This design comes from an exercise in tuning for small area on the open sky130 flow, not from production work. Only simulation tests tie the RTL to the original design; equivalence was not proved. Power figures rest on the tool's default switching activity, not on a simulated workload.

==> flow/design.v <==
module sfs (
    input  wire        clk,
    input  wire        rst,
    input  wire        s_valid,
    input  wire        s_err,
    input  wire [7:0]  s_data,
    output wire        s_ready,
    output wire        m_valid,
    input  wire        m_ready,
    output reg  [31:0] m_seconds_index,
    output reg  [63:0] m_energy_count,
    output reg  [63:0] m_power,
    output reg  [63:0] m_power_l1,
    output reg  [63:0] m_power_l2,
    output reg  [63:0] m_power_l3,
    output reg  [15:0] m_voltage_l1,
    output reg  [15:0] m_voltage_l2,
    output reg  [15:0] m_voltage_l3,
    input  wire [63:0] ts_in,
    output reg  [63:0] m_timestamp,
    output wire        io_error,
    output wire        diag_valid,
    output reg  [1:0]  diag_reason
);
    localparam [1:0] ST_HUNT   = 2'd0;
    localparam [1:0] ST_ACC    = 2'd1;
    localparam [1:0] ST_EMIT   = 2'd2;
    localparam [1:0] ST_FAILED = 2'd3;
    reg  [1:0] st;
    reg  [8:0] pos;       
    reg  [2:0] run;       
    reg [15:0] crc;       
    reg [15:0] crc_sv;    
    reg        em_ok;     
    wire hunt = (st == ST_HUNT);
    wire acc  = (st == ST_ACC);
    assign s_ready    = !rst && !st[1];
    assign m_valid    = !rst && (st == ST_EMIT);
    assign io_error   = (st == ST_FAILED);
    assign diag_valid = |diag_reason;
    wire take   = s_valid && s_ready;
    wire take_b = take && !s_err;
    wire take_e = take && s_err;
    wire wr     = take_b && acc;
    function [15:0] crc16_byte;
        input [15:0] c_in;
        input [7:0]  b;
        integer k;
        reg [15:0] c;
        begin
            c = c_in ^ {8'h00, b};
            for (k = 0; k < 8; k = k + 1)
                c = c[0] ? ((c >> 1) ^ 16'h8408) : (c >> 1);
            crc16_byte = c;
        end
    endfunction
    wire        is_esc   = (s_data == 8'h1b);
    wire        is_soh   = (s_data == 8'h01);
    wire        hmatch   = pos[2] ? is_soh : is_esc;
    wire        trl      = (pos >= 9'd396);
    wire        last     = (pos == 9'd403);
    wire        collapse = !trl && is_esc && (run == 3'd7);
    wire        in_crc   = (pos >= 9'd59) && (pos < 9'd368) && (pos != 9'd365);
    wire [15:0] crc_nx   = crc16_byte(crc, s_data);
    wire        frame_ok = em_ok && (crc == 16'hf0b8);
    wire [8:0]  pos_sum  = pos + {{7{collapse && acc}}, 2'b01};
    always @(posedge clk) begin
        if (rst) begin
            pos <= 9'd0;
        end else if (take_b) begin
            if ((hunt && !hmatch) || (acc && last))
                pos <= 9'd0;
            else
                pos <= pos_sum;
        end
    end
    always @(posedge clk) begin
        if (take_b)
            run <= is_esc ? run + 3'd1 : 3'd0;
    end
    always @(posedge clk) begin
        if (rst) begin
            st          <= ST_HUNT;
            diag_reason <= 2'b00;
        end else begin
            diag_reason <= 2'b00;
            if (take_e) begin
                st <= ST_FAILED;
            end else if (take_b && hunt) begin
                if (hmatch && pos[2:0] == 3'd7)
                    st <= ST_ACC;
            end else if (wr && last) begin
                if (frame_ok) begin
                    st <= ST_EMIT;
                end else begin
                    st          <= ST_HUNT;
                    diag_reason <= em_ok ? 2'b10 : 2'b01;
                end
            end else if (st == ST_EMIT && m_ready) begin
                st <= ST_HUNT;
            end
        end
    end
    always @(posedge clk) begin
        if (hunt)
            crc <= 16'hffff;
        else if (wr && (collapse || in_crc))
            crc <= collapse ? crc_sv : crc_nx;
    end
    wire sv_ld = (run == 3'd4);
    wire sv_kp = !(wr && is_esc && sv_ld);
    always @(posedge clk)
        crc_sv <= ({16{sv_ld}} & crc) | ({16{sv_kp}} & crc_sv);
    always @(posedge clk) begin
        if (wr) begin
            if (pos == 9'd396) em_ok <= is_esc;
            if (pos == 9'd397 || pos == 9'd398 || pos == 9'd399)
                em_ok <= em_ok && is_esc;
            if (pos == 9'd400) em_ok <= em_ok && (s_data == 8'h1a);
        end
    end
    wire [7:0] lo = 8'd1 << pos[2:0];
    wire grp_13 = (pos[8:3] == 6'd13);
    wire grp_21 = (pos[8:3] == 6'd21);
    wire grp_24 = (pos[8:3] == 6'd24);
    wire grp_27 = (pos[8:3] == 6'd27);
    wire grp_30 = (pos[8:3] == 6'd30);
    wire grp_33 = (pos[8:3] == 6'd33);
    wire grp_36 = (pos[8:3] == 6'd36);
    wire grp_38 = (pos[8:3] == 6'd38);
    wire grp_40 = (pos[8:3] == 6'd40);
    wire ld_104 = grp_13 & lo[0];
    wire kp_104 = !(ld_104 & wr);
    wire ld_105 = grp_13 & lo[1];
    wire kp_105 = !(ld_105 & wr);
    wire ld_106 = grp_13 & lo[2];
    wire kp_106 = !(ld_106 & wr);
    wire ld_107 = grp_13 & lo[3];
    wire kp_107 = !(ld_107 & wr);
    wire ld_168 = grp_21 & lo[0];
    wire kp_168 = !(ld_168 & wr);
    wire ld_169 = grp_21 & lo[1];
    wire kp_169 = !(ld_169 & wr);
    wire ld_170 = grp_21 & lo[2];
    wire kp_170 = !(ld_170 & wr);
    wire ld_171 = grp_21 & lo[3];
    wire kp_171 = !(ld_171 & wr);
    wire ld_172 = grp_21 & lo[4];
    wire kp_172 = !(ld_172 & wr);
    wire ld_173 = grp_21 & lo[5];
    wire kp_173 = !(ld_173 & wr);
    wire ld_174 = grp_21 & lo[6];
    wire kp_174 = !(ld_174 & wr);
    wire ld_175 = grp_21 & lo[7];
    wire kp_175 = !(ld_175 & wr);
    wire ld_192 = grp_24 & lo[0];
    wire kp_192 = !(ld_192 & wr);
    wire ld_193 = grp_24 & lo[1];
    wire kp_193 = !(ld_193 & wr);
    wire ld_194 = grp_24 & lo[2];
    wire kp_194 = !(ld_194 & wr);
    wire ld_195 = grp_24 & lo[3];
    wire kp_195 = !(ld_195 & wr);
    wire ld_196 = grp_24 & lo[4];
    wire kp_196 = !(ld_196 & wr);
    wire ld_197 = grp_24 & lo[5];
    wire kp_197 = !(ld_197 & wr);
    wire ld_198 = grp_24 & lo[6];
    wire kp_198 = !(ld_198 & wr);
    wire ld_199 = grp_24 & lo[7];
    wire kp_199 = !(ld_199 & wr);
    wire ld_216 = grp_27 & lo[0];
    wire kp_216 = !(ld_216 & wr);
    wire ld_217 = grp_27 & lo[1];
    wire kp_217 = !(ld_217 & wr);
    wire ld_218 = grp_27 & lo[2];
    wire kp_218 = !(ld_218 & wr);
    wire ld_219 = grp_27 & lo[3];
    wire kp_219 = !(ld_219 & wr);
    wire ld_220 = grp_27 & lo[4];
    wire kp_220 = !(ld_220 & wr);
    wire ld_221 = grp_27 & lo[5];
    wire kp_221 = !(ld_221 & wr);
    wire ld_222 = grp_27 & lo[6];
    wire kp_222 = !(ld_222 & wr);
    wire ld_223 = grp_27 & lo[7];
    wire kp_223 = !(ld_223 & wr);
    wire ld_240 = grp_30 & lo[0];
    wire kp_240 = !(ld_240 & wr);
    wire ld_241 = grp_30 & lo[1];
    wire kp_241 = !(ld_241 & wr);
    wire ld_242 = grp_30 & lo[2];
    wire kp_242 = !(ld_242 & wr);
    wire ld_243 = grp_30 & lo[3];
    wire kp_243 = !(ld_243 & wr);
    wire ld_244 = grp_30 & lo[4];
    wire kp_244 = !(ld_244 & wr);
    wire ld_245 = grp_30 & lo[5];
    wire kp_245 = !(ld_245 & wr);
    wire ld_246 = grp_30 & lo[6];
    wire kp_246 = !(ld_246 & wr);
    wire ld_247 = grp_30 & lo[7];
    wire kp_247 = !(ld_247 & wr);
    wire ld_264 = grp_33 & lo[0];
    wire kp_264 = !(ld_264 & wr);
    wire ld_265 = grp_33 & lo[1];
    wire kp_265 = !(ld_265 & wr);
    wire ld_266 = grp_33 & lo[2];
    wire kp_266 = !(ld_266 & wr);
    wire ld_267 = grp_33 & lo[3];
    wire kp_267 = !(ld_267 & wr);
    wire ld_268 = grp_33 & lo[4];
    wire kp_268 = !(ld_268 & wr);
    wire ld_269 = grp_33 & lo[5];
    wire kp_269 = !(ld_269 & wr);
    wire ld_270 = grp_33 & lo[6];
    wire kp_270 = !(ld_270 & wr);
    wire ld_271 = grp_33 & lo[7];
    wire kp_271 = !(ld_271 & wr);
    wire ld_288 = grp_36 & lo[0];
    wire kp_288 = !(ld_288 & wr);
    wire ld_289 = grp_36 & lo[1];
    wire kp_289 = !(ld_289 & wr);
    wire ld_306 = grp_38 & lo[2];
    wire kp_306 = !(ld_306 & wr);
    wire ld_307 = grp_38 & lo[3];
    wire kp_307 = !(ld_307 & wr);
    wire ld_324 = grp_40 & lo[4];
    wire kp_324 = !(ld_324 & wr);
    wire ld_325 = grp_40 & lo[5];
    wire kp_325 = !(ld_325 & wr);
    always @(posedge clk) begin
        m_seconds_index[31:24] <= ({8{ld_104}} & s_data) | ({8{kp_104}} & m_seconds_index[31:24]);
        m_seconds_index[23:16] <= ({8{ld_105}} & s_data) | ({8{kp_105}} & m_seconds_index[23:16]);
        m_seconds_index[15:8] <= ({8{ld_106}} & s_data) | ({8{kp_106}} & m_seconds_index[15:8]);
        m_seconds_index[7:0] <= ({8{ld_107}} & s_data) | ({8{kp_107}} & m_seconds_index[7:0]);
        m_energy_count[63:56] <= ({8{ld_168}} & s_data) | ({8{kp_168}} & m_energy_count[63:56]);
        m_energy_count[55:48] <= ({8{ld_169}} & s_data) | ({8{kp_169}} & m_energy_count[55:48]);
        m_energy_count[47:40] <= ({8{ld_170}} & s_data) | ({8{kp_170}} & m_energy_count[47:40]);
        m_energy_count[39:32] <= ({8{ld_171}} & s_data) | ({8{kp_171}} & m_energy_count[39:32]);
        m_energy_count[31:24] <= ({8{ld_172}} & s_data) | ({8{kp_172}} & m_energy_count[31:24]);
        m_energy_count[23:16] <= ({8{ld_173}} & s_data) | ({8{kp_173}} & m_energy_count[23:16]);
        m_energy_count[15:8] <= ({8{ld_174}} & s_data) | ({8{kp_174}} & m_energy_count[15:8]);
        m_energy_count[7:0] <= ({8{ld_175}} & s_data) | ({8{kp_175}} & m_energy_count[7:0]);
        m_power[63:56] <= ({8{ld_192}} & s_data) | ({8{kp_192}} & m_power[63:56]);
        m_power[55:48] <= ({8{ld_193}} & s_data) | ({8{kp_193}} & m_power[55:48]);
        m_power[47:40] <= ({8{ld_194}} & s_data) | ({8{kp_194}} & m_power[47:40]);
        m_power[39:32] <= ({8{ld_195}} & s_data) | ({8{kp_195}} & m_power[39:32]);
        m_power[31:24] <= ({8{ld_196}} & s_data) | ({8{kp_196}} & m_power[31:24]);
        m_power[23:16] <= ({8{ld_197}} & s_data) | ({8{kp_197}} & m_power[23:16]);
        m_power[15:8] <= ({8{ld_198}} & s_data) | ({8{kp_198}} & m_power[15:8]);
        m_power[7:0] <= ({8{ld_199}} & s_data) | ({8{kp_199}} & m_power[7:0]);
        m_power_l1[63:56] <= ({8{ld_216}} & s_data) | ({8{kp_216}} & m_power_l1[63:56]);
        m_power_l1[55:48] <= ({8{ld_217}} & s_data) | ({8{kp_217}} & m_power_l1[55:48]);
        m_power_l1[47:40] <= ({8{ld_218}} & s_data) | ({8{kp_218}} & m_power_l1[47:40]);
        m_power_l1[39:32] <= ({8{ld_219}} & s_data) | ({8{kp_219}} & m_power_l1[39:32]);
        m_power_l1[31:24] <= ({8{ld_220}} & s_data) | ({8{kp_220}} & m_power_l1[31:24]);
        m_power_l1[23:16] <= ({8{ld_221}} & s_data) | ({8{kp_221}} & m_power_l1[23:16]);
        m_power_l1[15:8] <= ({8{ld_222}} & s_data) | ({8{kp_222}} & m_power_l1[15:8]);
        m_power_l1[7:0] <= ({8{ld_223}} & s_data) | ({8{kp_223}} & m_power_l1[7:0]);
        m_power_l2[63:56] <= ({8{ld_240}} & s_data) | ({8{kp_240}} & m_power_l2[63:56]);
        m_power_l2[55:48] <= ({8{ld_241}} & s_data) | ({8{kp_241}} & m_power_l2[55:48]);
        m_power_l2[47:40] <= ({8{ld_242}} & s_data) | ({8{kp_242}} & m_power_l2[47:40]);
        m_power_l2[39:32] <= ({8{ld_243}} & s_data) | ({8{kp_243}} & m_power_l2[39:32]);
        m_power_l2[31:24] <= ({8{ld_244}} & s_data) | ({8{kp_244}} & m_power_l2[31:24]);
        m_power_l2[23:16] <= ({8{ld_245}} & s_data) | ({8{kp_245}} & m_power_l2[23:16]);
        m_power_l2[15:8] <= ({8{ld_246}} & s_data) | ({8{kp_246}} & m_power_l2[15:8]);
        m_power_l2[7:0] <= ({8{ld_247}} & s_data) | ({8{kp_247}} & m_power_l2[7:0]);
        m_power_l3[63:56] <= ({8{ld_264}} & s_data) | ({8{kp_264}} & m_power_l3[63:56]);
        m_power_l3[55:48] <= ({8{ld_265}} & s_data) | ({8{kp_265}} & m_power_l3[55:48]);
        m_power_l3[47:40] <= ({8{ld_266}} & s_data) | ({8{kp_266}} & m_power_l3[47:40]);
        m_power_l3[39:32] <= ({8{ld_267}} & s_data) | ({8{kp_267}} & m_power_l3[39:32]);
        m_power_l3[31:24] <= ({8{ld_268}} & s_data) | ({8{kp_268}} & m_power_l3[31:24]);
        m_power_l3[23:16] <= ({8{ld_269}} & s_data) | ({8{kp_269}} & m_power_l3[23:16]);
        m_power_l3[15:8] <= ({8{ld_270}} & s_data) | ({8{kp_270}} & m_power_l3[15:8]);
        m_power_l3[7:0] <= ({8{ld_271}} & s_data) | ({8{kp_271}} & m_power_l3[7:0]);
        m_voltage_l1[15:8] <= ({8{ld_288}} & s_data) | ({8{kp_288}} & m_voltage_l1[15:8]);
        m_voltage_l1[7:0] <= ({8{ld_289}} & s_data) | ({8{kp_289}} & m_voltage_l1[7:0]);
        m_voltage_l2[15:8] <= ({8{ld_306}} & s_data) | ({8{kp_306}} & m_voltage_l2[15:8]);
        m_voltage_l2[7:0] <= ({8{ld_307}} & s_data) | ({8{kp_307}} & m_voltage_l2[7:0]);
        m_voltage_l3[15:8] <= ({8{ld_324}} & s_data) | ({8{kp_324}} & m_voltage_l3[15:8]);
        m_voltage_l3[7:0] <= ({8{ld_325}} & s_data) | ({8{kp_325}} & m_voltage_l3[7:0]);
    end
    wire kp_ts = !(wr && last && frame_ok);
    always @(posedge clk)
        m_timestamp <= ({64{last}} & ts_in) | ({64{kp_ts}} & m_timestamp);
endmodule
==> flow/flow/run.sh <==
#!/bin/bash
# Standard layout, except: the port buffers are the smallest buffer cell
# instead of the one buffer_ports picks by default, and the clock tree is
# built from clkbuf_8 cells with sink clusters of at most 12 flip-flops.
set -euo pipefail
export BUFFER_PORTS_ARGS="-buffer_cell sky130_fd_sc_hd__buf_1"
export CTS_ARGS="-sink_clustering_enable -repair_clock_nets -sink_clustering_size 12 -sink_clustering_max_diameter 50 -buf_list sky130_fd_sc_hd__clkbuf_8"
bash standard.sh > standard.log 2>&1
==> flow/standard.sh <==
#!/bin/bash
# synth_recipe.tcl (not shown) runs the flow's synth.tcl, then flattens the netlist and writes it again
# the make line also repeats each setting of config.mk as NAME=value (left out here)
make -C /OpenROAD-flow-scripts/flow DESIGN_CONFIG=/design/flow/config.mk WORK_HOME=/design/flow/orfs CLKGATE_MAP_FILE= SYNTH_SCRIPT=/design/flow/synth_recipe.tcl "${@:-finish}"
==> flow/config.mk <==
export PLATFORM = sky130hd
export DESIGN_NAME = sfs
export DESIGN_NICKNAME = sfs
export VERILOG_FILES = /design/flow/design.v
export SDC_FILE = /design/flow/constraint.sdc
export NUM_CORES = 4
export LEC_CHECK = 0
export CAP_MARGIN = 20
export CORE_MARGIN = 2
export CORE_UTILIZATION = 40
export SLEW_MARGIN = 20
export SYNTH_MEMORY_MAX_BITS = 8192
==> flow/constraint.sdc <==
create_clock -name core_clock -period 10.0 [get_ports {clk}]
set_input_delay 2.0000 -clock core_clock [delete_from_list [all_inputs] [get_ports {clk}]]
set_output_delay 2.0000 -clock core_clock [all_outputs]
set_load 0.01 [all_outputs]
==> impl_metrics.py, run 1 <==
metrics = {
    "synthesis": {
        "syn_nets": 1550,
        "syn_area_mm2": 0.0172,
        "synth_top_cells_by_count": "dfxtp_1, a22o_1, clkbuf_1",
        "ys.flop_type": "dfxtp_1",
        "synthArstFlopShare": 0,
        "synth_top_family_by_area": "compound AO/OA/AOI/OAI gates",
        "synth_top_area_cell": "dfxtp_1",
        "yosys_warnings": 1,
        "synth.most_common_cell": "dfxtp_1",
        "synthTopCellsByArea": "dfxtp_1, a22o_1, clkbuf_1",
        "ys_ff_latch": 513,
        "seq_area_frac_synth": 0.601,
        "yosysTopAreaCellShare": 0.594,
        "synth_xor_area_frac": 0.0141,
        "synth_compound_area_frac": 0.287,
        "synth-simple-area-share": 0.0638,
        "syn_area_per_cell_um2": 11.7,
        "postSynthCellCount": 1465,
        "synth_cell_types": 64,
        "synth_edf_count": 4,
        "synthAdderAreaFrac": 0.00583,
        "muxShareOfSynthArea": 0.00233,
    },
    "placed_design": {
        "place_congestion": 0.812,
        "portBuffers": 546,
        "post-dp-hpwl_mm": 38.4,
        "dp_slack_ns": 4.46,
        "dpl.cell_count": 2467,
    },
    "clocking": {
        "cts.sinks": 513,
        "cts-root-buf": "clkbuf_8",
        "cts_tree": "yes",
        "cts_resized": 0,
        "cts_setup_buffers": 0,
        "clk_path_buf_depth": 3,
        "ctsHoldBuffers": 0,
        "clk_pin_slew_ns": 0.06,
        "htree_levels": 2,
        "cts_buffers": 53,
        "clkLatencyLatePin_ns": 0.65,
    },
    "floorplanning": {
        "die_area_mm2": 0.0446,
        "std_cell_rows": 75,
        "io_pins": 547,
        "die_w_um": 211,
        "core_area_mm2": 0.0421,
        "die_h_um": 211,
        "start_util": 0.407,
    },
    "global_route": {
        "grt_overflow_total": 0,
        "grt_pass1_vias": 13700,
        "grt_pass1_wl_mm": 87.0,
        "antenna_found_initial": 0,
        "grt_max_degree": 67,
        "grt_usage": 0.255,
    },
    "drt": {
        "ant_nets": 0,
        "wl_per_cell_um": 23.6,
        "drt_iter0_markers": 971,
        "drc": 0,
        "drtPass1Iterations": 5,
        "vias": 14600,
        "dr_wl_met2_mm": 27.8,
        "wl_met1_mm": 25.0,
        "post_drt_via_cell_ratio": 5.74,
        "drt_wl_total_mm": 59.9,
        "highest_layer": "met4",
        "route.met3.wl_mm": 4.94,
    },
    "final_layout": {
        "seq_area_mm2": 0.0103,
        "area_growth_pct": 19.5,
        "antenna_cells": 0,
        "nFillCells": 3965,
        "fin_cells": 2538,
        "layout.nets": 2068,
        "multi_input_area_mm2": 0.00641,
        "drive_gt1_frac": 0.0520,
    },
    "sta": {
        "fin_setup_tns_ns": 0,
        "final_max_slew_viol_count": 0,
        "finalCritPeriodShare": 0.492,
        "fin_hold_ws_ns": 0.473,
        "slew_headroom": 0.292,
        "finalHoldViolCount": 0,
        "fmax_mhz": 203,
        "period_minus_slack_ns": 4.92,
        "rsz0062_at_grt": "false",
        "final-setup-viol-count": 0,
        "tightest_slew_ns": 1.06,
        "final.setup_skew_ns": 0.0318,
        "setup_slack_ns": 5.08,
    },
    "power": {
        "power_density_mw_per_mm2": 168,
        "vdd_drop_max_mv": 0.101,
        "power.leakage_nw": 7.61,
    },
    "critical_path": {
        "r2r_setup_slack_ns": 6.40,
        "r2r_start": "pos[1]$_SDFFE_PP0P_",
        "worst_r2r_path_depth": 7,
        "worstPathRequired_ns": 8.00,
        "arrival_ns": 2.92,
        "start_kind": "primary input",
        "crit_fanout": 16,
        "critPathKind": "in -> out",
        "timing.rr.end": "m_timestamp[35]$_DFF_P_",
        "endpoint_kind": "primary output",
    },
    "worst_hold_path": {
        "hold_start": "crc_sv[5]$_DFF_P_",
        "min_path_type": "reg -> reg",
        "holdPathStages": 1,
        "holdPathEnd": "crc_sv[5]$_DFF_P_",
    },
    "run_status": {
        "status": "complete, no violations",
    },
    "job": {
        "cap_violations": 0,
    },
}
## state kept, by name (all words and copies together) (netlist names), 9 cells and up
signal,flops
m_energy_count,64
m_voltage_l1,16
m_seconds_index,32
m_voltage_l2,16
m_power,64
crc_sv,16
m_timestamp,64
crc,16
m_power_l3,64
m_power_l1,64
pos,9
m_power_l2,64
m_voltage_l3,16
## per-layer routing
layer / vias to the layer above / GRT usage
met4: 0 / 0.106
met3: 111 / 0.0629
met2: 671 / 0.405
met5: - / 0
li1: 6653 / -
met1: 7122 / 0.331
## cells in the final DEF (no fill, tap or decap), drive strengths merged, types with 5 or more instances in the layout
master     n
buf      553
dfxtp    509
a22o     480
nand2     77
nor2      64
clkbuf    64
o21ai     25
nand3     20
a21oi     17
xnor2     15
inv       14
and2      10
nor3       9
ha         8
nor2b      7
a31oi      7
o2111ai    7
nand4      6
a2111oi    6
o311ai     6
clkinv     6
xor2       5
o211ai     5
## worst max-delay path: stages
cell,delay (ns)
buf_1,0.57
nor2_1,0.16
buf_1,0.19
## worst max-delay path by stage
| stage | startpoint | endpoint | slack [ns] | depth (start not counted) |
|---|---|---|---|---|
| 3_5_place_dp | rst | m_timestamp[35]$_DFF_P_ | 4.46 | 8 |
| 2_1_floorplan | rst | m_valid | 5.50 | 2 |
| 5_1_grt | rst | s_ready | 4.96 | 3 |
| 3_3_place_gp | rst | m_timestamp[56]$_DFF_P_ | 4.56 | 8 |
| 4_1_cts | rst | s_ready | 5.11 | 3 |
| 6_report | rst | s_ready | 5.08 | 3 |
## power by group
part | switching [W] | total, W | internal, W | leakage, nW
sequential | 0.00000390 | 0.00205 | 0.00204 | 4.14
clock | 0.000714 | 0.00129 | 0.000573 | 0.488
combinational | 0.0000778 | 0.000105 | 0.0000274 | 2.98
total | 0.000796 | 0.00344 | 0.00264 | 7.61
## layout make-up
cell class	instances	share of cell area
Sequential cell	513	0.502
Multi-Input combinational cell	846	0.312
Timing Repair Buffer	560	0.105
Clock buffer	57	0.0382
Tap cell	539	0.0329
Clock inverter	14	0.00689
Inverter	9	0.00165
## metrics by stage
stage | total power (W) | util | instance area, um2
floorplan | 0.00215 | - | 17200
global placement | 0.00220 | 0.465 | 19600
detailed placement | 0.00220 | 0.465 | 19600
CTS | 0.00348 | 0.487 | 20500
global route | 0.00356 | 0.487 | 20500
finish | 0.00344 | 0.487 | 20500
## cells by family after synthesis
group / after synthesis
compound gates: 584
xor+xnor: 23
fa+ha+maj: 8
buf+inv: 106
flops: 513
mux: 4
simple gates: 227
==> run 2: changes to the inputs <==
--- a/flow/config.mk
+++ b/flow/config.mk
@@ -8,5 +8,6 @@
 export CAP_MARGIN = 20
 export CORE_MARGIN = 2
-export CORE_UTILIZATION = 40
+export CORE_UTILIZATION = 60
+export PLACE_DENSITY = 0.7
 export SLEW_MARGIN = 20
 export SYNTH_MEMORY_MAX_BITS = 8192
==> impl_metrics.py, run 2 <==
metrics = {
    "drt": {
        "ant_nets": 0,
        "post_drt_via_cell_ratio": 6.21,
        "drtPass1Iterations": 6,
        "wl_per_cell_um": 23.2,
        "vias": 14700,
        "drt_wl_total_mm": 55.0,
        "drt_iter0_markers": 1327,
        "drc": 0,
    },
    "critical_path": {
        "arrival_ns": 2.66,
        "critPathKind": "in -> out",
        "crit_fanout": 16,
        "endpoint_kind": "primary output",
        "worstPathRequired_ns": 8.00,
        "start_kind": "primary input",
    },
    "power": {
        "p_switching_w": 0.000743,
        "pwr-share-seq": 0.620,
        "vdd_drop_max_mv": 0.103,
        "p_total_w": 0.00330,
        "swShare": 0.225,
        "power.leakage_nw": 7.53,
        "p_clk_frac": 0.349,
        "p_int_w": 0.00256,
        "power_density_mw_per_mm2": 164,
        "power_frac_comb": 0.030,
    },
    "synthesis": {
        "synthTopCellsByArea": "dfxtp_1, a22o_1, clkbuf_1",
        "syn_nets": 1550,
        "synth_top_cells_by_count": "dfxtp_1, a22o_1, clkbuf_1",
        "yosysTopAreaCellShare": 0.594,
        "synth_edf_count": 4,
        "synth_top_area_cell": "dfxtp_1",
        "syn_area_per_cell_um2": 11.7,
        "synth_cell_types": 64,
        "synth.most_common_cell": "dfxtp_1",
        "postSynthCellCount": 1465,
        "yosys_warnings": 1,
        "synthArstFlopShare": 0,
        "ys_ff_latch": 513,
        "seq_area_frac_synth": 0.601,
        "syn_area_mm2": 0.0172,
        "ys.flop_type": "dfxtp_1",
    },
    "sta": {
        "slew_headroom": 0.295,
        "tightest_slew_ns": 1.06,
        "fin_setup_tns_ns": 0,
        "period_minus_slack_ns": 4.66,
        "finalHoldViolCount": 0,
        "final.setup_skew_ns": 0.0161,
        "final_max_slew_viol_count": 0,
        "setup_slack_ns": 5.34,
        "fmax_mhz": 215,
        "fin_hold_ws_ns": 0.475,
        "finalCritPeriodShare": 0.466,
        "rsz0062_at_grt": "false",
        "final-setup-viol-count": 0,
    },
    "final_layout": {
        "nFillCells": 2084,
        "area_growth_pct": 17.5,
        "antenna_cells": 0,
        "layout.nets": 2066,
        "drive_gt1_frac": 0.0468,
        "final_area_mm2": 0.0202,
        "seq_area_mm2": 0.0103,
        "final_common_cell": "buf_1",
        "multi_input_area_mm2": 0.00641,
        "final_cell_mix": "buf_1, dfxtp_1, a22o_1, nand2_1, nor2_1",
    },
    "global_route": {
        "grt_usage": 0.349,
        "grt_pass1_vias": 14000,
        "grt_overflow_total": 0,
        "grt_pass1_wl_mm": 83.3,
        "antenna_found_initial": 0,
        "grt_max_degree": 67,
    },
    "clocking": {
        "cts_tree": "yes",
        "ctsHoldBuffers": 0,
        "clkLatencyLatePin_ns": 0.59,
        "cts_buffers": 50,
        "cts.sinks": 513,
        "cts-root-buf": "clkbuf_8",
        "clk_path_buf_depth": 3,
        "clk_pin_slew_ns": 0.08,
        "cts_setup_buffers": 0,
        "cts_resized": 0,
        "htree_levels": 2,
    },
    "floorplanning": {
        "die_h_um": 173,
        "start_util": 0.613,
        "core_area_mm2": 0.0280,
        "die_w_um": 173,
        "io_pins": 547,
        "std_cell_rows": 61,
        "die_area_mm2": 0.0300,
    },
    "placed_design": {
        "post-dp-hpwl_mm": 35.6,
        "dp_slack_ns": 4.93,
        "placed_area_mm2": 0.0194,
        "portBuffers": 546,
        "place_congestion": 0.905,
    },
    "run_status": {
        "status": "complete, no violations",
    },
    "job": {
        "cap_violations": 0,
    },
    "worst_hold_path": {
        "min_path_type": "reg -> reg",
    },
}
-- run 2: cell counts after synthesis --
Identical to the previous run, type by type.
-- run 2: power by group through the flow --
stage | sequential, W | combinational (W) | clock, W
after floorplan | 0.00209 | 0.0000591 | 0
after global placement | 0.00210 | 0.0000970 | 0
after detailed placement | 0.00210 | 0.0000981 | 0
after CTS | 0.00205 | 0.0000987 | 0.00116
after global routing | 0.00205 | 0.000106 | 0.00124
final | 0.00205 | 0.000101 | 0.00115
-- run 2: cells by family (layout without fill, tap and decap cells) --
group,after synthesis,in the layout,share of synthesized area
AO/OA/AOI/OAI,584,584,0.287
XOR/XNOR,23,23,0.0141
adder cells (fa/ha/maj),8,8,0.00583
buffers and inverters,106,628,0.0262
flip-flops,513,513,0.601
multiplexers,4,4,0.00233
AND/OR/NAND/NOR,227,227,0.0638
-- run 2: routing by layer --
| layer | wire length [um] | GRT usage | up-vias |
|---|---|---|---|
| li1 | - | - | 6645 |
| met2 | 25400 | 0.564 | 832 |
| met3 | 5440 | 0.0869 | 137 |
| met5 | 0 | 0 | - |
| met4 | 2330 | 0.147 | 0 |
| met1 | 21700 | 0.446 | 7076 |
-- run 2: worst max-delay path, stage by stage --
cell and delay (ns):
buf_1 0.07, buf_4 0.19, nor2_1 0.21, buf_1 0.18
-- run 2: final timing paths --
| kind | slack, ns | depth (start not counted) | end | start |
|---|---|---|---|---|
| min | 0.47 | 1 | m_timestamp[36]$_DFF_P_ | m_timestamp[36]$_DFF_P_ |
| min reg2reg | 0.47 | 1 | m_timestamp[36]$_DFF_P_ | m_timestamp[36]$_DFF_P_ |
| max reg2reg | 6.29 | 7 | st[1]$_SDFFE_PP0P_ | pos[1]$_SDFFE_PP0P_ |
| max | 5.34 | 4 | s_ready | rst |
-- run 2: through the flow --
stage / cells / util
after floorplan: 1465 / -
after global placement: 2307 / 0.693
after detailed placement: 2307 / 0.693
after CTS: 2365 / 0.720
after global routing: 2365 / 0.720
final: 2365 / 0.720
-- run 2: cell type report --
class,count,area share
clock buffer,51,0.0348
clock inverter,7,0.00354
timing repair buffer,561,0.108
sequential,513,0.511
inverter,9,0.00167
multi-input combinational,846,0.318
tap,378,0.0234
==> run 3: changes to the inputs <==
==> flow/flow/run.sh (replaced) <==
#!/bin/bash
# Standard layout (standard.sh's make command), except:
# - synthesis maps the logic with an area-oriented ABC script (flow/synth.tcl),
# - the port buffers are the smallest buffer cell instead of the one
#   buffer_ports picks by default,
# - the clock tree is built from clkbuf_8 cells with sink clusters of at most
#   12 flip-flops.
set -euo pipefail
here=$(pwd)
export AREA_ABC_SCRIPT=$here/flow/area.script
export BUFFER_PORTS_ARGS="-buffer_cell sky130_fd_sc_hd__buf_1"
export CTS_ARGS="-sink_clustering_enable -repair_clock_nets -sink_clustering_size 12 -sink_clustering_max_diameter 50 -buf_list sky130_fd_sc_hd__clkbuf_8"
sed "s#SYNTH_SCRIPT=[^ ]*#SYNTH_SCRIPT=$here/flow/synth.tcl#" standard.sh > own.sh
grep -q "SYNTH_SCRIPT=$here/flow/synth.tcl" own.sh
bash own.sh > own.log 2>&1
==> flow/flow/area.script (new file) <==
&get -n
&st
&deepsyn -T 20
&dch
&nf -R 1000 -p
&put
==> flow/flow/synth.tcl (new file) <==
# The standard flow's synthesis script (synth_recipe.tcl), with ABC's technology mapping
# run by an area-oriented script (flow/area.script) instead of ORFS's speed
# script, which also buffers and upsizes; the layout repairs drive strength
# later anyway. Registers are mapped before ABC, so they are unchanged.
proc synth {args} { yosys synth -nofsm -noshare {*}$args }
proc abc {args} {
  set i [lsearch $args -script]
  if {$i >= 0} {
    set args [lreplace $args $i [expr {$i + 1}] -script $::env(AREA_ABC_SCRIPT)]
  }
  yosys abc {*}$args
}
source $::env(SCRIPTS_DIR)/synth.tcl
# left out here: clear keep_hierarchy, flatten, clean up, hide names made inside functions, write 1_2_yosys.v
--- a/flow/config.mk
+++ b/flow/config.mk
@@ -6,8 +6,8 @@
 export NUM_CORES = 4
 export LEC_CHECK = 0
-export CAP_MARGIN = 20
+export CAP_MARGIN = 0
 export CORE_MARGIN = 2
 export CORE_UTILIZATION = 60
 export PLACE_DENSITY = 0.7
-export SLEW_MARGIN = 20
+export SLEW_MARGIN = 0
 export SYNTH_MEMORY_MAX_BITS = 8192
==> impl_metrics.py, run 3 <==
metrics = {
    "synthesis": {
        "synth_edf_count": 4,
        "syn_area_per_cell_um2": 12.4,
        "ys_ff_latch": 513,
        "synth_top_cells_by_count": "dfxtp_1, a22o_1, nor2_1",
        "yosys_warnings": 1,
        "syn_area_mm2": 0.0163,
        "postSynthCellCount": 1318,
        "yosysTopAreaCellShare": 0.626,
        "synthTopCellsByArea": "dfxtp_1, a22o_1, nor2_1",
        "syn_nets": 1403,
        "synth_top_area_cell": "dfxtp_1",
        "synth.most_common_cell": "dfxtp_1",
        "synthArstFlopShare": 0,
        "ys.flop_type": "dfxtp_1",
        "synth_cell_types": 43,
        "seq_area_frac_synth": 0.633,
    },
    "drt": {
        "drtPass1Iterations": 5,
        "drt_wl_total_mm": 56.3,
        "ant_nets": 0,
        "wl_per_cell_um": 24.6,
        "drc": 0,
        "vias": 14300,
        "post_drt_via_cell_ratio": 6.25,
        "drt_iter0_markers": 1209,
    },
    "clocking": {
        "clk_pin_slew_ns": 0.08,
        "cts-root-buf": "clkbuf_8",
        "cts_buffers": 49,
        "cts_setup_buffers": 0,
        "cts_tree": "yes",
        "clk_path_buf_depth": 3,
        "clkLatencyLatePin_ns": 0.59,
        "ctsHoldBuffers": 0,
        "cts.sinks": 513,
        "htree_levels": 2,
        "cts_resized": 0,
    },
    "final_layout": {
        "multi_input_area_mm2": 0.00595,
        "nFillCells": 2000,
        "seq_area_mm2": 0.0103,
        "layout.nets": 2017,
        "area_growth_pct": 21.2,
        "drive_gt1_frac": 0.0428,
        "final_cell_mix": "buf_1, dfxtp_1, a22o_1, nor2_1, nand2_1",
        "final_common_cell": "buf_1",
    },
    "sta": {
        "tightest_slew_ns": 1.18,
        "finalCritPeriodShare": 0.535,
        "rsz0062_at_grt": "false",
        "fmax_mhz": 187,
        "fin_setup_tns_ns": 0,
        "period_minus_slack_ns": 5.35,
        "final.setup_skew_ns": 0.0177,
        "final_max_slew_viol_count": 0,
        "finalHoldViolCount": 0,
        "final-setup-viol-count": 0,
        "setup_slack_ns": 4.65,
        "slew_headroom": 0.204,
    },
    "global_route": {
        "grt_usage": 0.377,
        "grt_pass1_wl_mm": 83.1,
        "antenna_found_initial": 5,
        "grt_max_degree": 68,
        "grt_overflow_total": 0,
        "grt_pass1_vias": 13500,
    },
    "floorplanning": {
        "die_w_um": 169,
        "start_util": 0.608,
        "io_pins": 547,
        "die_area_mm2": 0.0285,
        "die_h_um": 169,
        "std_cell_rows": 60,
        "core_area_mm2": 0.0268,
    },
    "power": {
        "power_density_mw_per_mm2": 168,
        "vdd_drop_max_mv": 0.146,
        "p_total_w": 0.00331,
        "swShare": 0.218,
        "p_int_w": 0.00259,
        "pwr-share-seq": 0.618,
        "p_clk_frac": 0.358,
        "p_switching_w": 0.000721,
        "power.leakage_nw": 7.47,
        "power_frac_comb": 0.024,
    },
    "run_status": {
        "status": "complete, no violations",
    },
    "critical_path": {
        "arrival_ns": 5.82,
        "endpoint_kind": "register",
        "critPathKind": "in -> reg",
        "worstPathRequired_ns": 10.47,
        "start_kind": "primary input",
        "crit_fanout": 32,
    },
    "placed_design": {
        "post-dp-hpwl_mm": 38.3,
        "dp_slack_ns": 4.23,
        "portBuffers": 546,
        "place_congestion": 0.929,
    },
    "job": {
        "cap_violations": 0,
    },
    "worst_hold_path": {
        "min_path_type": "reg -> reg",
    },
}
[run 3: kinds of logic (layout without fill, tap and decap cells)]
kind of cell / after synthesis / in the layout / share of synthesized area
and+or+nand+nor: 221 / 221 / 0.0604
adders and majority gates: 8 / 8 / 0.00615
AOI/OAI and AO/OA: 541 / 541 / 0.283
muxes: 3 / 3 / 0.00192
buffers and inverters: 7 / 630 / 0.00161
xor gates and xnor gates: 25 / 25 / 0.0134
other: 0 / 5 / 0
DFF: 513 / 513 / 0.633
[run 3: final cells by class]
class,instances,share of cell area
clock buffer,53,0.0370
multi-input combinational,798,0.302
tap,341,0.0216
clock inverter,7,0.00419
inverter,7,0.00133
timing repair buffer,563,0.111
sequential,513,0.523
antenna,5,0.000634
[run 3: worst paths after layout]
kind                                                to                    from  cells past startpoint  slack (ns)
worst max-delay path               pos[8]$_SDFFE_PP0P_               s_data[3]                     14        4.65
worst min-delay path            m_power_l3[23]$_DFF_P_  m_power_l3[23]$_DFF_P_                      1        0.48
worst max register to register     pos[8]$_SDFFE_PP0P_     pos[4]$_SDFFE_PP0P_                     14        6.50
worst min register to register  m_power_l3[23]$_DFF_P_  m_power_l3[23]$_DFF_P_                      1        0.48
[run 3: per-layer routing]
layer / vias up / track usage / share of wire
met4: 0 / 0.199 / 0.053
met3: 150 / 0.110 / 0.10
li1: 6374 / - / -
met1: 6935 / 0.482 / 0.39
met5: - / 0 / 0
met2: 845 / 0.581 / 0.45
[run 3: metrics by stage]
stage               instance area [um2]  hold WS [ns]  std cells  utilization
finish                            19700         0.476       2287        0.736
CTS                               19700         0.477       2282        0.736
floorplan                         16300         0.437       1318            -
global placement                  18900         0.452       2222        0.705
detailed placement                18900         0.452       2222        0.705
global route                      19700         0.486       2287        0.736
[run 3: power groups by stage]
| stage | clock network (W) | registers, W | logic, W |
|---|---|---|---|
| 2_1_floorplan | 0 | 0.00209 | 0.0000185 |
| 3_3_place_gp | 0 | 0.00209 | 0.0000774 |
| 3_5_place_dp | 0 | 0.00209 | 0.0000783 |
| 4_1_cts | 0.00119 | 0.00205 | 0.0000784 |
| 5_1_grt | 0.00127 | 0.00205 | 0.0000843 |
| 6_report | 0.00118 | 0.00205 | 0.0000806 |
[run 3: worst max-delay path, cell delays in order]
cell and delay, ns:
clkbuf_2 0.63, nand4b_1 0.17, nor4_1 0.75, nand2_1 0.26
nor2_1 0.37, nand2_1 0.41, nor2_1 0.21, ha_1 0.29
a21oi_1 0.19, a21oi_1 0.06, a21oi_1 0.17, nor2b_1 0.06
o21ai_0 0.14, o21ai_0 0.10
==> run 4: changes to the inputs <==
--- a/flow/config.mk
+++ b/flow/config.mk
@@ -6,8 +6,8 @@
 export NUM_CORES = 4
 export LEC_CHECK = 0
-export CAP_MARGIN = 0
+export CAP_MARGIN = 20
 export CORE_MARGIN = 2
 export CORE_UTILIZATION = 60
 export PLACE_DENSITY = 0.7
-export SLEW_MARGIN = 0
+export SLEW_MARGIN = 20
 export SYNTH_MEMORY_MAX_BITS = 8192
==> impl_metrics.py, run 4 <==
metrics = {
    "synthesis": {
        "synth_edf_count": 4,
        "synth_cell_types": 44,
        "ys.flop_type": "dfxtp_1",
        "syn_area_per_cell_um2": 12.3,
        "ys_ff_latch": 513,
        "muxShareOfSynthArea": 0.00192,
        "synth_xor_area_frac": 0.0129,
        "synth.most_common_cell": "dfxtp_1",
        "postSynthCellCount": 1320,
        "synthTopCellsByArea": "dfxtp_1, a22o_1, nor2_1",
        "synth_top_cells_by_count": "dfxtp_1, a22o_1, nor2_1",
        "synth-simple-area-share": 0.0622,
        "yosysTopAreaCellShare": 0.626,
        "seq_area_frac_synth": 0.633,
        "yosys_warnings": 1,
        "syn_nets": 1405,
        "synthArstFlopShare": 0,
        "synth_top_area_cell": "dfxtp_1",
        "synth_top_family_by_area": "compound AO/OA/AOI/OAI gates",
        "synthAdderAreaFrac": 0.00615,
        "synth_compound_area_frac": 0.281,
        "syn_area_mm2": 0.0163,
    },
    "critical_path": {
        "r2r_start": "pos[4]$_SDFFE_PP0P_",
        "arrival_ns": 6.49,
        "worst-path-buf-inv": 2,
        "timing.rr.end": "pos[8]$_SDFFE_PP0P_",
        "crit_fanout": 53,
        "worstPathCellList": "clkbuf_2, buf_4, nand2_1, nor4bb_1, nand2_1, nor3_1, nand2_1, nor2_1, ha_1, a21oi_1, mux2_1, nand2b_1, a31oi_1",
        "endpoint_kind": "register",
        "path_depth": 13,
        "critPathKind": "in -> reg",
        "cpLargestDelayFamily": "simple AND/OR/NAND/NOR gates",
        "r2r_setup_slack_ns": 6.48,
        "worstPathRequired_ns": 10.51,
        "start_kind": "primary input",
        "critPathSlowestCell": "nor4bb_1",
        "worst_path_most_repeated_cell": "nand2_1",
        "worst_r2r_path_depth": 10,
        "cpPeakStageDelay_ns": 0.83,
    },
    "clocking": {
        "cts-root-buf": "clkbuf_8",
        "cts_resized": 0,
        "htree_levels": 2,
        "ctsHoldBuffers": 0,
        "cts_tree": "yes",
        "clkLatencyLatePin_ns": 0.60,
        "cts_buffers": 49,
        "clk_path_buf_depth": 3,
        "cts_setup_buffers": 0,
        "cts.sinks": 513,
        "clk_pin_slew_ns": 0.07,
    },
    "placed_design": {
        "portBuffers": 546,
        "dp_slack_ns": 3.52,
        "post-dp-hpwl_mm": 36.5,
        "placed_area_mm2": 0.0189,
        "place_congestion": 0.853,
    },
    "drt": {
        "route.met3.wl_mm": 5.16,
        "vias": 14100,
        "drt_iter0_markers": 1374,
        "wl_met1_mm": 21.8,
        "drtPass1Iterations": 6,
        "highest_layer": "met4",
        "post_drt_via_cell_ratio": 6.21,
        "wl_per_cell_um": 23.8,
        "drt_wl_total_mm": 54.3,
        "ant_nets": 0,
        "dr_wl_met2_mm": 24.5,
        "drc": 0,
    },
    "final_layout": {
        "final_cell_mix": "buf_1, dfxtp_1, a22o_1, nor2_1, nand2_1",
        "drive_gt1_frac": 0.0398,
        "final_common_cell": "buf_1",
        "post-route-util": 0.732,
        "area_growth_pct": 20.5,
        "layout.nets": 2015,
        "final_area_mm2": 0.0196,
    },
    "job": {
        "cap_violations": 0,
    },
    "sta": {
        "final_max_slew_viol_count": 0,
        "fin_setup_tns_ns": 0,
        "period_minus_slack_ns": 5.98,
        "setup_slack_ns": 4.02,
        "fmax_mhz": 167,
        "rsz0062_at_grt": "false",
        "slew_headroom": 0.339,
        "final-setup-viol-count": 0,
        "finalHoldViolCount": 0,
        "final.setup_skew_ns": 0.0339,
        "finalCritPeriodShare": 0.598,
        "tightest_slew_ns": 0.990,
    },
    "worst_hold_path": {
        "holdPathStages": 1,
        "min_path_type": "reg -> reg",
        "hold_start": "m_timestamp[29]$_DFF_P_",
        "holdPathEnd": "m_timestamp[29]$_DFF_P_",
    },
    "floorplanning": {
        "die_h_um": 169,
        "die_area_mm2": 0.0285,
        "io_pins": 547,
        "die_w_um": 169,
        "start_util": 0.607,
        "std_cell_rows": 60,
        "core_area_mm2": 0.0268,
    },
    "power": {
        "p_total_w": 0.00327,
        "power.leakage_nw": 7.38,
        "power_density_mw_per_mm2": 167,
        "vdd_drop_max_mv": 0.116,
    },
    "global_route": {
        "grt_usage": 0.366,
        "grt_pass1_wl_mm": 81.1,
        "grt_pass1_vias": 13400,
        "grt_overflow_total": 0,
        "antenna_found_initial": 0,
        "grt_max_degree": 68,
    },
    "run_status": {
        "status": "complete, no violations",
    },
}
-- run 4: changes by cell type after synthesis, sizes merged, moves of 4 or more --
| cell | change |
|---|---|
| o21ai | -8 |
| o22ai | +5 |
| nor2b | -4 |
| a21oi | +6 |
| and2 | +5 |
| nand3 | -5 |
-- run 4: report_power, final --
part / internal, W / total, W / switching (W)
Sequential: 0.00205 / 0.00205 / 0.00000718
Clock: 0.000452 / 0.00110 / 0.000653
Combinational: 0.0000276 / 0.000109 / 0.0000815
-- run 4: worst reg2reg max path, delay by kind of cell, from the launching register on --
kind            cells  cell delay (ns)
simple gates        6             1.95
mux                 1             0.34
flops               1             0.59
fa+ha+maj           1             0.29
compound gates      2             0.30
-- run 4: stage by stage --
stage / instances / hold WS [ns]
6_report: 2278 / 0.474
5_1_grt: 2277 / 0.486
4_1_cts: 2277 / 0.477
3_5_place_dp: 2220 / 0.452
3_3_place_gp: 2219 / 0.453
2_1_floorplan: 1320 / 0.437
-- run 4: cells by family after synthesis --
group	Yosys count
and+or+nand+nor	224
buffers and inverters	9
xor gates and xnor gates	24
muxes	3
AOI/OAI and AO/OA	539
adders and majority gates	8
DFF	513
-- run 4: routing by layer --
metal | global-route usage | vias to the layer above
met5 | 0 | -
met4 | 0.178 | 0
met3 | 0.0947 | 152
met2 | 0.577 | 788
met1 | 0.470 | 6831
li1 | - | 6373
-- run 4: final cells by class --
cell class	instances	area, um2
clock buffer	50	688
clock inverter	7	42.5
sequential	513	10300
tap	341	427
timing repair buffer	559	2160
inverter	9	33.8
antenna	1	2.50
multi-input combinational	798	5950
fill	2010	7190
-- run 4: worst max-delay path by stage --
stage,startpoint,end,slack (ns)
global route,s_data[4],pos[8]$_SDFFE_PP0P_,3.65
detailed placement,s_data[4],pos[8]$_SDFFE_PP0P_,3.52
global placement,s_data[4],pos[8]$_SDFFE_PP0P_,3.66
finish,s_data[4],pos[8]$_SDFFE_PP0P_,4.02
floorplan,rst,m_timestamp[0]$_DFF_P_,1.94
CTS,s_data[4],pos[8]$_SDFFE_PP0P_,4.11
==> run 5: changes to the inputs <==
--- a/flow/flow/run.sh
+++ b/flow/flow/run.sh
@@ -10,5 +10,5 @@
 export AREA_ABC_SCRIPT=$here/flow/area.script
 export BUFFER_PORTS_ARGS="-buffer_cell sky130_fd_sc_hd__buf_1"
-export CTS_ARGS="-sink_clustering_enable -repair_clock_nets -sink_clustering_size 12 -sink_clustering_max_diameter 50 -buf_list sky130_fd_sc_hd__clkbuf_8"
+export CTS_ARGS="-sink_clustering_enable -repair_clock_nets -sink_clustering_size 12 -sink_clustering_max_diameter 60 -buf_list sky130_fd_sc_hd__clkbuf_8"
 sed "s#SYNTH_SCRIPT=[^ ]*#SYNTH_SCRIPT=$here/flow/synth.tcl#" standard.sh > own.sh
 grep -q "SYNTH_SCRIPT=$here/flow/synth.tcl" own.sh
--- a/flow/config.mk
+++ b/flow/config.mk
@@ -8,6 +8,6 @@
 export CAP_MARGIN = 20
 export CORE_MARGIN = 2
-export CORE_UTILIZATION = 60
-export PLACE_DENSITY = 0.7
+export CORE_UTILIZATION = 70
+export PLACE_DENSITY = 0.8
 export SLEW_MARGIN = 20
 export SYNTH_MEMORY_MAX_BITS = 8192
==> impl_metrics.py, run 5 <==
metrics = {
    "power": {
        "power_frac_comb": 0.034,
        "power.leakage_nw": 7.37,
        "p_clk_frac": 0.333,
        "power_density_mw_per_mm2": 166,
        "vdd_drop_max_mv": 0.144,
        "p_switching_w": 0.000729,
        "pwr-share-seq": 0.633,
        "p_int_w": 0.00251,
        "swShare": 0.225,
    },
    "clocking": {
        "clkLatencyLatePin_ns": 0.59,
        "ctsHoldBuffers": 0,
        "cts_resized": 0,
        "cts.sinks": 513,
        "cts_tree": "yes",
        "clk_path_buf_depth": 3,
        "clk_pin_slew_ns": 0.08,
        "cts-root-buf": "clkbuf_8",
        "cts_buffers": 48,
        "cts_setup_buffers": 0,
        "htree_levels": 2,
    },
    "sta": {
        "period_minus_slack_ns": 5.91,
        "finalCritPeriodShare": 0.591,
        "final-setup-viol-count": 0,
        "final.setup_skew_ns": 0.0246,
        "slew_headroom": 0.328,
        "tightest_slew_ns": 1.01,
        "finalHoldViolCount": 0,
        "fin_setup_tns_ns": 0,
        "rsz0062_at_grt": "false",
        "fin_hold_ws_ns": 0.478,
        "fmax_mhz": 169,
        "final_max_slew_viol_count": 0,
    },
    "drt": {
        "wl_per_cell_um": 24.9,
        "ant_nets": 0,
        "post_drt_via_cell_ratio": 6.68,
        "drt_iter0_markers": 1590,
        "drc": 0,
        "drtPass1Iterations": 7,
        "vias": 14800,
        "drt_wl_total_mm": 55.3,
    },
    "synthesis": {
        "synth_compound_area_frac": 0.281,
        "synth.most_common_cell": "dfxtp_1",
        "synth_edf_count": 4,
        "syn_area_mm2": 0.0163,
        "muxShareOfSynthArea": 0.00192,
        "yosys_warnings": 1,
        "syn_nets": 1405,
        "synthTopCellsByArea": "dfxtp_1, a22o_1, nor2_1",
        "syn_area_per_cell_um2": 12.3,
        "postSynthCellCount": 1320,
        "synth_top_family_by_area": "compound AO/OA/AOI/OAI gates",
        "synth-simple-area-share": 0.0622,
        "yosysTopAreaCellShare": 0.626,
        "synth_top_area_cell": "dfxtp_1",
        "synthArstFlopShare": 0,
        "synth_top_cells_by_count": "dfxtp_1, a22o_1, nor2_1",
        "synth_xor_area_frac": 0.0129,
        "synthAdderAreaFrac": 0.00615,
        "synth_cell_types": 44,
        "seq_area_frac_synth": 0.633,
        "ys.flop_type": "dfxtp_1",
        "ys_ff_latch": 513,
    },
    "critical_path": {
        "r2r_start": "pos[4]$_SDFFE_PP0P_",
        "worst_r2r_path_depth": 10,
        "cpPeakStageDelay_ns": 0.83,
        "arrival_ns": 6.43,
        "start_kind": "primary input",
        "r2r_setup_slack_ns": 6.35,
        "critPathSlowestCell": "nor3_1",
        "worstPathRequired_ns": 10.52,
        "worst_path_most_repeated_cell": "nand2_1",
        "crit_start": "s_data[4]",
        "crit_end": "pos[8]$_SDFFE_PP0P_",
        "worstPathCellList": "clkbuf_2, buf_4, nand2_1, nor4bb_1, nand2_1, nor3_1, nand2_1, nor2_1, ha_1, a21oi_1, mux2_1, nand2b_1, a31oi_1",
        "endpoint_kind": "register",
        "timing.rr.end": "pos[8]$_SDFFE_PP0P_",
        "critPathKind": "in -> reg",
        "crit_fanout": 53,
    },
    "global_route": {
        "grt_overflow_total": 0,
        "antenna_found_initial": 1,
        "grt_usage": 0.431,
        "grt_max_degree": 68,
        "grt_pass1_vias": 14000,
        "grt_pass1_wl_mm": 81.6,
    },
    "final_layout": {
        "area_growth_pct": 19.9,
        "fin_cells": 2220,
        "antenna_cells": 0,
        "drive_gt1_frac": 0.0403,
        "final_cell_mix": "buf_1, dfxtp_1, a22o_1, nor2_1, nand2_1",
        "final_common_cell": "buf_1",
        "layout.nets": 2017,
    },
    "floorplanning": {
        "io_pins": 547,
        "die_w_um": 157,
        "core_area_mm2": 0.0227,
        "start_util": 0.717,
        "std_cell_rows": 55,
        "die_h_um": 157,
        "die_area_mm2": 0.0245,
    },
    "placed_design": {
        "post-dp-hpwl_mm": 37.9,
        "portBuffers": 546,
        "place_congestion": 0.967,
        "dpl.cell_count": 2166,
    },
    "job": {
        "cap_violations": 0,
    },
    "worst_hold_path": {
        "min_path_type": "reg -> reg",
    },
    "run_status": {
        "status": "complete, no violations",
    },
}
run 5: area by class of cell:
| cell class | count | area (um2) |
|---|---|---|
| fill | 1249 | 3180 |
| clock buffer | 49 | 674 |
| inverter | 9 | 33.8 |
| tap | 285 | 357 |
| timing repair buffer | 562 | 2180 |
| multi-input combinational | 798 | 5950 |
| sequential | 513 | 10300 |
| clock inverter | 4 | 23.8 |
run 5: critical path, delay by kind of cell:
kind	cells	cell delay, ns
AOI/OAI and AO/OA	2	0.33
adders and majority gates	1	0.30
buffers and inverters	2	0.67
muxes	1	0.36
and+or+nand+nor	7	2.69
run 5: power by group through the flow:
stage | Clock (W) | Combinational (W) | Sequential (W)
after CTS | 0.00108 | 0.000104 | 0.00205
final | 0.00108 | 0.000109 | 0.00205
after global routing | 0.00115 | 0.000113 | 0.00205
after detailed placement | 0 | 0.000104 | 0.00210
after floorplan | 0 | 0.0000353 | 0.00210
after global placement | 0 | 0.000102 | 0.00210
run 5: how the worst min path moves through the flow:
stage	slack (ns)	depth (start not counted)	end	from
finish	0.48	1	m_power_l1[29]$_DFF_P_	m_power_l1[29]$_DFF_P_
global route	0.49	1	m_power_l3[10]$_DFF_P_	m_power_l3[10]$_DFF_P_
CTS	0.48	1	m_voltage_l3[13]$_DFF_P_	m_voltage_l3[13]$_DFF_P_
detailed placement	0.45	1	m_power[19]$_DFF_P_	m_power[19]$_DFF_P_
global placement	0.45	1	crc_sv[3]$_DFF_P_	crc_sv[3]$_DFF_P_
floorplan	0.44	1	crc_sv[3]$_DFF_P_	crc_sv[3]$_DFF_P_
run 5: routing by layer:
| layer | part of all wire | vias up | track usage |
|---|---|---|---|
| met5 | 0.00024 | - | 0 |
| met4 | 0.070 | 2 | 0.269 |
| met3 | 0.11 | 239 | 0.126 |
| met2 | 0.44 | 1063 | 0.658 |
| met1 | 0.38 | 7145 | 0.539 |
| li1 | - | 6376 | - |
run 5: logic make-up after synthesis:
| group | count (synthesis) |
|---|---|
| muxes | 3 |
| xor gates and xnor gates | 24 |
| adders and majority gates | 8 |
| and+or+nand+nor | 224 |
| DFF | 513 |
| buffers and inverters | 9 |
| AOI/OAI and AO/OA | 539 |
run 5: through the flow:
step	cell area (um2)	power (W)	utilization	setup WS, ns
5_1_grt	19500	0.00332	0.860	3.80
3_5_place_dp	18800	0.00221	0.829	3.75
6_report	19500	0.00324	0.860	4.09
2_1_floorplan	16300	0.00214	-	1.94
3_3_place_gp	18800	0.00220	0.829	4.07
4_1_cts	19500	0.00323	0.860	4.33
==> run 6: changes to the inputs <==
==> flow/flow/run.sh (replaced) <==
#!/bin/bash
# Standard layout (standard.sh's make command), except:
# - synthesis maps the logic with an area-oriented ABC script (flow/synth.tcl),
# - the port buffers are the smallest buffer cell instead of the one
#   buffer_ports picks by default,
# - the clock tree is built from clkbuf_8 cells with sink clusters of at most
#   16 flip-flops.
set -euo pipefail
here=$(pwd)
export AREA_ABC_SCRIPT=$here/flow/area.script
export BUFFER_PORTS_ARGS="-buffer_cell sky130_fd_sc_hd__buf_1"
export CTS_ARGS="-sink_clustering_enable -repair_clock_nets -sink_clustering_size 16 -sink_clustering_max_diameter 60 -buf_list sky130_fd_sc_hd__clkbuf_8"
sed "s#SYNTH_SCRIPT=[^ ]*#SYNTH_SCRIPT=$here/flow/synth.tcl#" standard.sh > own.sh
grep -q "SYNTH_SCRIPT=$here/flow/synth.tcl" own.sh
bash own.sh > own.log 2>&1
==> impl_metrics.py, run 6 <==
metrics = {
    "run_status": {
        "status": "complete, no violations",
    },
    "sta": {
        "final_max_slew_viol_count": 0,
        "fmax_mhz": 170,
        "fin_hold_ws_ns": 0.481,
        "tightest_slew_ns": 0.986,
        "period_minus_slack_ns": 5.89,
        "finalHoldViolCount": 0,
        "rsz0062_at_grt": "false",
        "final-setup-viol-count": 0,
        "finalCritPeriodShare": 0.589,
        "final.setup_skew_ns": 0.0361,
        "fin_setup_tns_ns": 0,
        "slew_headroom": 0.342,
    },
    "synthesis": {
        "yosys_warnings": 1,
        "synth_top_cells_by_count": "dfxtp_1, a22o_1, nor2_1",
        "yosysTopAreaCellShare": 0.626,
        "synth.most_common_cell": "dfxtp_1",
        "syn_area_per_cell_um2": 12.3,
        "synth_top_area_cell": "dfxtp_1",
        "ys_ff_latch": 513,
        "synthArstFlopShare": 0,
        "seq_area_frac_synth": 0.633,
        "ys.flop_type": "dfxtp_1",
        "syn_area_mm2": 0.0163,
        "syn_nets": 1405,
        "postSynthCellCount": 1320,
        "synthTopCellsByArea": "dfxtp_1, a22o_1, nor2_1",
        "synth_edf_count": 4,
        "synth_cell_types": 44,
    },
    "clocking": {
        "cts_buffers": 38,
        "clk_path_buf_depth": 3,
        "ctsHoldBuffers": 0,
        "cts_setup_buffers": 0,
        "cts_tree": "yes",
        "cts-root-buf": "clkbuf_8",
        "cts.sinks": 513,
        "clk_pin_slew_ns": 0.10,
        "cts_resized": 0,
        "htree_levels": 2,
        "clkLatencyLatePin_ns": 0.58,
    },
    "floorplanning": {
        "core_area_mm2": 0.0227,
        "io_pins": 547,
        "die_w_um": 157,
        "start_util": 0.717,
        "std_cell_rows": 55,
        "die_h_um": 157,
        "die_area_mm2": 0.0245,
    },
    "critical_path": {
        "endpoint_kind": "register",
        "worstPathRequired_ns": 10.50,
        "r2r_start": "pos[4]$_SDFFE_PP0P_",
        "timing.rr.end": "pos[8]$_SDFFE_PP0P_",
        "crit_start": "s_data[4]",
        "critPathKind": "in -> reg",
        "crit_fanout": 53,
        "r2r_setup_slack_ns": 6.35,
        "arrival_ns": 6.40,
        "worst_r2r_path_depth": 10,
        "start_kind": "primary input",
    },
    "global_route": {
        "grt_max_degree": 68,
        "grt_pass1_vias": 14000,
        "grt_pass1_wl_mm": 82.2,
        "use_met2": 0.662,
        "grt_overflow_total": 0,
        "top_usage_layer": "met2",
        "grtUsageMet1": 0.548,
        "grt_usage": 0.434,
        "grtUsageMet3": 0.122,
        "antenna_found_initial": 1,
    },
    "power": {
        "swShare": 0.226,
        "power.leakage_nw": 7.30,
        "power_frac_comb": 0.035,
        "power_density_mw_per_mm2": 162,
        "pwr-share-seq": 0.653,
        "p_int_w": 0.00243,
        "vdd_drop_max_mv": 0.132,
        "p_switching_w": 0.000712,
        "p_clk_frac": 0.312,
    },
    "drt": {
        "wl_per_cell_um": 25.1,
        "drt_iter0_markers": 1801,
        "ant_nets": 0,
        "post_drt_via_cell_ratio": 6.65,
        "drc": 0,
        "drt_wl_total_mm": 55.5,
        "vias": 14700,
        "drtPass1Iterations": 6,
    },
    "final_layout": {
        "final_common_cell": "buf_1",
        "nFillCells": 1281,
        "area_growth_pct": 19.1,
        "drive_gt1_frac": 0.0353,
        "antenna_cells": 0,
        "final_cell_mix": "buf_1, dfxtp_1, a22o_1, nor2_1, nand2_1",
        "fin_cells": 2210,
        "layout.nets": 2007,
    },
    "worst_hold_path": {
        "holdPathEnd": "m_energy_count[32]$_DFF_P_",
        "hold_start": "m_energy_count[32]$_DFF_P_",
        "min_path_type": "reg -> reg",
        "holdPathStages": 1,
    },
    "placed_design": {
        "post-dp-hpwl_mm": 37.9,
        "portBuffers": 546,
        "place_congestion": 0.967,
        "dpl.cell_count": 2166,
    },
    "job": {
        "cap_violations": 0,
    },
}
[run 6: layout make-up]
| cell class | instances | area (um2) | share of cell area |
|---|---|---|---|
| Multi-Input combinational cell | 798 | 5950 | 0.307 |
| Clock buffer | 39 | 537 | 0.0277 |
| Timing Repair Buffer | 562 | 2180 | 0.112 |
| Sequential cell | 513 | 10300 | 0.532 |
| Inverter | 9 | 33.8 | 0.00174 |
| Tap cell | 285 | 357 | 0.0184 |
| Clock inverter | 4 | 30.0 | 0.00155 |
[run 6: metrics by stage]
stage / util / total power [W] / area (um2) / setup slack (ns)
after floorplan: - / 0.00214 / 16300 / 1.94
after global placement: 0.829 / 0.00220 / 18800 / 4.07
after CTS: 0.854 / 0.00314 / 19400 / 4.31
after global routing: 0.854 / 0.00322 / 19400 / 3.79
final: 0.854 / 0.00314 / 19400 / 4.11
after detailed placement: 0.829 / 0.00221 / 18800 / 3.75
[run 6: power by group through the flow]
stage	clock network, W	registers [W]	logic (W)
finish	0.000981	0.00205	0.000109
global route	0.00105	0.00206	0.000112
CTS	0.000978	0.00205	0.000104
detailed placement	0	0.00210	0.000104
global placement	0	0.00210	0.000102
floorplan	0	0.00210	0.0000353
[run 6: critical path: stages]
cell and delay, ns:
clkbuf_2 0.09, buf_4 0.61, nand2_1 0.11, nor4bb_1 0.65, nand2_1 0.23, nor3_1 0.83, nand2_1 0.48, nor2_1 0.24
ha_1 0.30, a21oi_1 0.16, mux2_1 0.36, nand2b_1 0.15, a31oi_1 0.17
[run 6: logic make-up (layout without fill, tap and decap cells)]
kind of cell | Yosys count | after routing | share of synthesized area
buffers and inverters | 9 | 614 | 0.00208
adders and majority gates | 8 | 8 | 0.00615
xor gates and xnor gates | 24 | 24 | 0.0129
AOI/OAI and AO/OA | 539 | 539 | 0.281
muxes | 3 | 3 | 0.00192
DFF | 513 | 513 | 0.633
and+or+nand+nor | 224 | 224 | 0.0622
[run 6: worst max-delay path by stage]
stage | cells past startpoint | end | slack, ns
finish | 13 | pos[8]$_SDFFE_PP0P_ | 4.11
global route | 13 | pos[8]$_SDFFE_PP0P_ | 3.79
CTS | 13 | pos[8]$_SDFFE_PP0P_ | 4.31
detailed placement | 13 | pos[8]$_SDFFE_PP0P_ | 3.75
global placement | 13 | pos[8]$_SDFFE_PP0P_ | 4.07
floorplan | 5 | m_timestamp[0]$_DFF_P_ | 1.94
[run 6: metal layers]
layer | vias to the layer above | part of all wire | wire [um]
li1 | 6342 | - | -
met1 | 7054 | 0.37 | 20500
met2 | 1071 | 0.45 | 24700
met3 | 232 | 0.12 | 6440
met4 | 2 | 0.070 | 3860
met5 | - | 0.00023 | 13

## afterwards: timing with drivers on the ports
Ports are ideal in the flow. The routed layouts listed here were re-timed in OpenROAD.
Step 1 (the two cells are an assumption about what drives the block):
set clk [get_ports {clk}]
set_driving_cell -lib_cell sky130_fd_sc_hd__clkbuf_16 $clk
set_driving_cell -lib_cell sky130_fd_sc_hd__buf_2 [delete_from_list [all_inputs] $clk]
Step 2 adds t to the input delays and takes it off the output delays; t is the mean of the earliest and latest rising clock arrival at the registers after step 1. Input paths then give back, and output paths get back, about the clock's delay inside the block.
a / b / c = no drivers / after step 1 / after step 2; a / b = the first two.
| run | shift t [ns] | slack for setup (ns) | worst setup path after step 2 | worst register clock-pin slew, ns | pins driven straight from the clock port |
|---|---|---|---|---|---|
| run 1 | 0.690 | 5.079 / 5.046 / 4.448 | input to register | 0.09 / 0.09 | 1 |
| run 2 | 0.636 | 5.344 / 5.323 / 4.821 | input to register | 0.09 / 0.09 | 1 |
| run 3 | 0.631 | 4.651 / 4.676 / 4.045 | input to register | 0.09 / 0.09 | 1 |
| run 4 | 0.629 | 4.016 / 4.040 / 3.411 | input to register | 0.09 / 0.09 | 1 |
| run 5 | 0.633 | 4.087 / 4.100 / 3.467 | input to register | 0.09 / 0.09 | 1 |
| run 6 | 0.609 | 4.106 / 4.110 / 3.501 | input to register | 0.11 / 0.11 | 1 |
After both steps every run listed still meets setup and hold. For run 1, which loses most, drivers alone change the setup slack by -0.033 ns; drivers and shift together by -0.631 ns.
